What follows belongs to an exercise in optimizing a design on an open flow for small area and a short achievable clock period; a production flow would make more cautious choices. Function was checked by simulation only, so behaviour that the tests miss may differ from the original. Power is estimated from default activity; no workload was simulated.

== alpha ==
// xbee_rx
module xbee_rx (
    input  wire       clk,
    input  wire       rst,         
    input  wire       wr_valid,
    input  wire [7:0] wr_data,
    input  wire       run,
    input  wire [1:0] mode,        
    input  wire       flush,
    output reg  [5:0] avail,
    output reg        out_valid,
    output reg  [1:0] out_kind,
    output reg  [7:0] out_data
);
    localparam CAP = 32;
    localparam ST_HUNT   = 3'd0;
    localparam ST_LEN_HI = 3'd1;
    localparam ST_LEN_LO = 3'd2;
    localparam ST_PAY    = 3'd3;
    localparam ST_CKS    = 3'd4;
    localparam K_PAYLOAD = 2'd0;
    localparam K_FRAME   = 2'd1;
    localparam K_BADCKS  = 2'd2;
    localparam K_SPECIAL = 2'd3;
    localparam [7:0] DELIM = 8'h7E;
    localparam [7:0] ESC   = 8'h7D;
    localparam [7:0] XON   = 8'h11;
    localparam [7:0] XOFF  = 8'h13;
    reg [7:0] sr [0:CAP-1];    
    reg [1:0] ctl_mode;
    reg       nz;           
    reg       mpar;         
    wire mode_change = (mode != ctl_mode);
    wire step        = run && mpar && !mode_change && !flush && nz;
    wire full        = avail[5];
    integer i;
    always @(posedge clk) begin
        if (wr_valid) begin
            sr[0] <= wr_data;
            for (i = 1; i < CAP; i = i + 1)
                sr[i] <= sr[i-1];
        end
    end
    wire [7:0] t0 [0:31];
    wire [7:0] t1 [0:15];
    wire [7:0] t2 [0:7];
    wire [7:0] t3 [0:3];
    wire [7:0] t4 [0:1];
    genvar g;
    generate
        for (g = 0; g < 32; g = g + 1) begin : g_t0
            assign t0[g] = sr[(g + 31) % 32];
        end
        for (g = 0; g < 16; g = g + 1) begin : g_t1
            assign t1[g] = avail[0] ? t0[2*g+1] : t0[2*g];
        end
        for (g = 0; g < 8; g = g + 1) begin : g_t2
            assign t2[g] = avail[1] ? t1[2*g+1] : t1[2*g];
        end
        for (g = 0; g < 4; g = g + 1) begin : g_t3
  ...
export LEC_CHECK = 0
export CAP_MARGIN = 20
export CORE_MARGIN = 2
export CORE_UTILIZATION = 55
export CTS_BUF_LIST = sky130_fd_sc_hd__clkbuf_16
export CTS_CLUSTER_DIAMETER = 100
export CTS_CLUSTER_SIZE = 32
export SETUP_SLACK_MARGIN = 3.8
export SLEW_MARGIN = 20
export TNS_END_PERCENT = 5
create_clock -name core_clock -period 6.0 [get_ports {clk}]
run.sh (not shown) runs the stock make flow with config.mk's settings and CLKGATE_MAP_FILE= SYNTH_SCRIPT=/design/flow/synth_recipe.tcl, a recipe that flattens the netlist after the stock synthesis.
[inputs] beta vs alpha
# alpha
export LEC_CHECK = 0
export CAP_MARGIN = 20
export CORE_MARGIN = 2
export CORE_UTILIZATION = 55
export CTS_BUF_LIST = sky130_fd_sc_hd__clkbuf_16
export CTS_CLUSTER_DIAMETER = 100
export CTS_CLUSTER_SIZE = 32
export SETUP_SLACK_MARGIN = 3.8
export SLEW_MARGIN = 20
export TNS_END_PERCENT = 5
create_clock -name core_clock -period 6.0 [get_ports {clk}]
# beta
export LEC_CHECK = 0
export CAP_MARGIN = 20
export CORE_MARGIN = 2
export CORE_UTILIZATION = 55
export CTS_BUF_LIST = sky130_fd_sc_hd__clkbuf_16
export CTS_CLUSTER_DIAMETER = 100
export CTS_CLUSTER_SIZE = 32
export SETUP_SLACK_MARGIN = 3.8
export SLEW_MARGIN = 20
create_clock -name core_clock -period 6.0 [get_ports {clk}]
Diff alpha -> beta | number of ordinary and repair buffers in the finished layout | increase of 7. Compared with alpha, beta shows a higher fraction of layout instances using a drive strength above 1. Cmp alpha and beta / buffer share of cell area / higher: beta. [compare] base=alpha new=beta: logic depth of the worst setup path including buffers up 1, met1 track demand over resource in global routing up 1.8 points, clock skew flat, routed wire length up 1.8%, final hold violation count flat. Looking at worst max-slew margin expressed relative to the limit across both flows, beta is the stronger of the two, with alpha trailing.


xbee_rx, a different RTL version from the one above (not shown whole).
Size in the first run: roughly 690 cells after synthesis, ~320 flip-flops, about 13,000 um2 of cells after synthesis.
// xbee_rx
module xbee_rx (
    input  wire       clk,
    input  wire       rst,         
    input  wire       wr_valid,
    input  wire [7:0] wr_data,
    input  wire       run,
    input  wire [1:0] mode,        
    input  wire       flush,
    output reg  [5:0] avail,
    output reg        out_valid,
    output reg  [1:0] out_kind,
    output reg  [7:0] out_data
);
==> flow/config.mk <==
export PLATFORM = sky130hd
export DESIGN_NAME = xbee_rx
export DESIGN_NICKNAME = xbee_rx
export VERILOG_FILES = /design/flow/design.v
export SDC_FILE = /design/flow/constraint.sdc
export NUM_CORES = 4
export LEC_CHECK = 0
export CAP_MARGIN = 20
export CORE_MARGIN = 2
export CORE_UTILIZATION = 55
export CTS_BUF_LIST = sky130_fd_sc_hd__clkbuf_8 sky130_fd_sc_hd__clkbuf_16
export CTS_CLUSTER_DIAMETER = 90
export CTS_CLUSTER_SIZE = 30
export SETUP_SLACK_MARGIN = 3.8
export SLEW_MARGIN = 20
==> flow/constraint.sdc <==
create_clock -name core_clock -period 6.0 [get_ports {clk}]
set_input_delay 1.2000 -clock core_clock [delete_from_list [all_inputs] [get_ports {clk}]]
set_output_delay 1.2000 -clock core_clock [all_outputs]
set_load 0.01 [all_outputs]
The first run completed with no timing, DRC or antenna violations.
Then changed:
- CTS_BUF_LIST: sky130_fd_sc_hd__clkbuf_8 sky130_fd_sc_hd__clkbuf_16 -> sky130_fd_sc_hd__clkbuf_16
=> Hold slack stays flat. Sequential power is about the same. Clock skew is about the same. First-iteration DRC count came out lower slightly. Global-route usage is unchanged. Fmax stays flat. Total power came out lower slightly. Register-to-register slack barely changes.

-- what the ideal ports hide --
In the flow no input, the clock included, has a driving cell. The finished layouts below were timed again as built, in two steps.
Step 1 (the two cells are an assumption about what drives the block):
set clk [get_ports {clk}]
set_driving_cell -lib_cell sky130_fd_sc_hd__clkbuf_16 $clk
set_driving_cell -lib_cell sky130_fd_sc_hd__buf_2 [delete_from_list [all_inputs] $clk]
Step 2 times the ports against the registers' clock, not the clock port: input delays grow and output delays shrink by t, the midpoint of the rising clock arrivals with the driver on.
a / b / c = ideal ports / drivers / drivers and shift; a / b = the first two.
run | t (ns) | setup WS [ns] | worst setup path after step 2 | cell pins on the clock port's net
alpha | 0.544 | 3.690 / 3.641 / 3.236 | input to register | 1
beta | 0.542 | 3.689 / 3.644 / 3.206 | input to register | 1
the first run of note 2 | 0.536 | 3.850 / 3.802 / 3.325 | input to register | 1
the second run of note 2 | 0.534 | 3.851 / 3.804 / 3.318 | input to register | 1
After both steps every run listed still meets setup and hold. The setup slack of the second run of note 2, which loses most, moves by -0.047 ns with the drivers and by -0.533 ns with both steps.
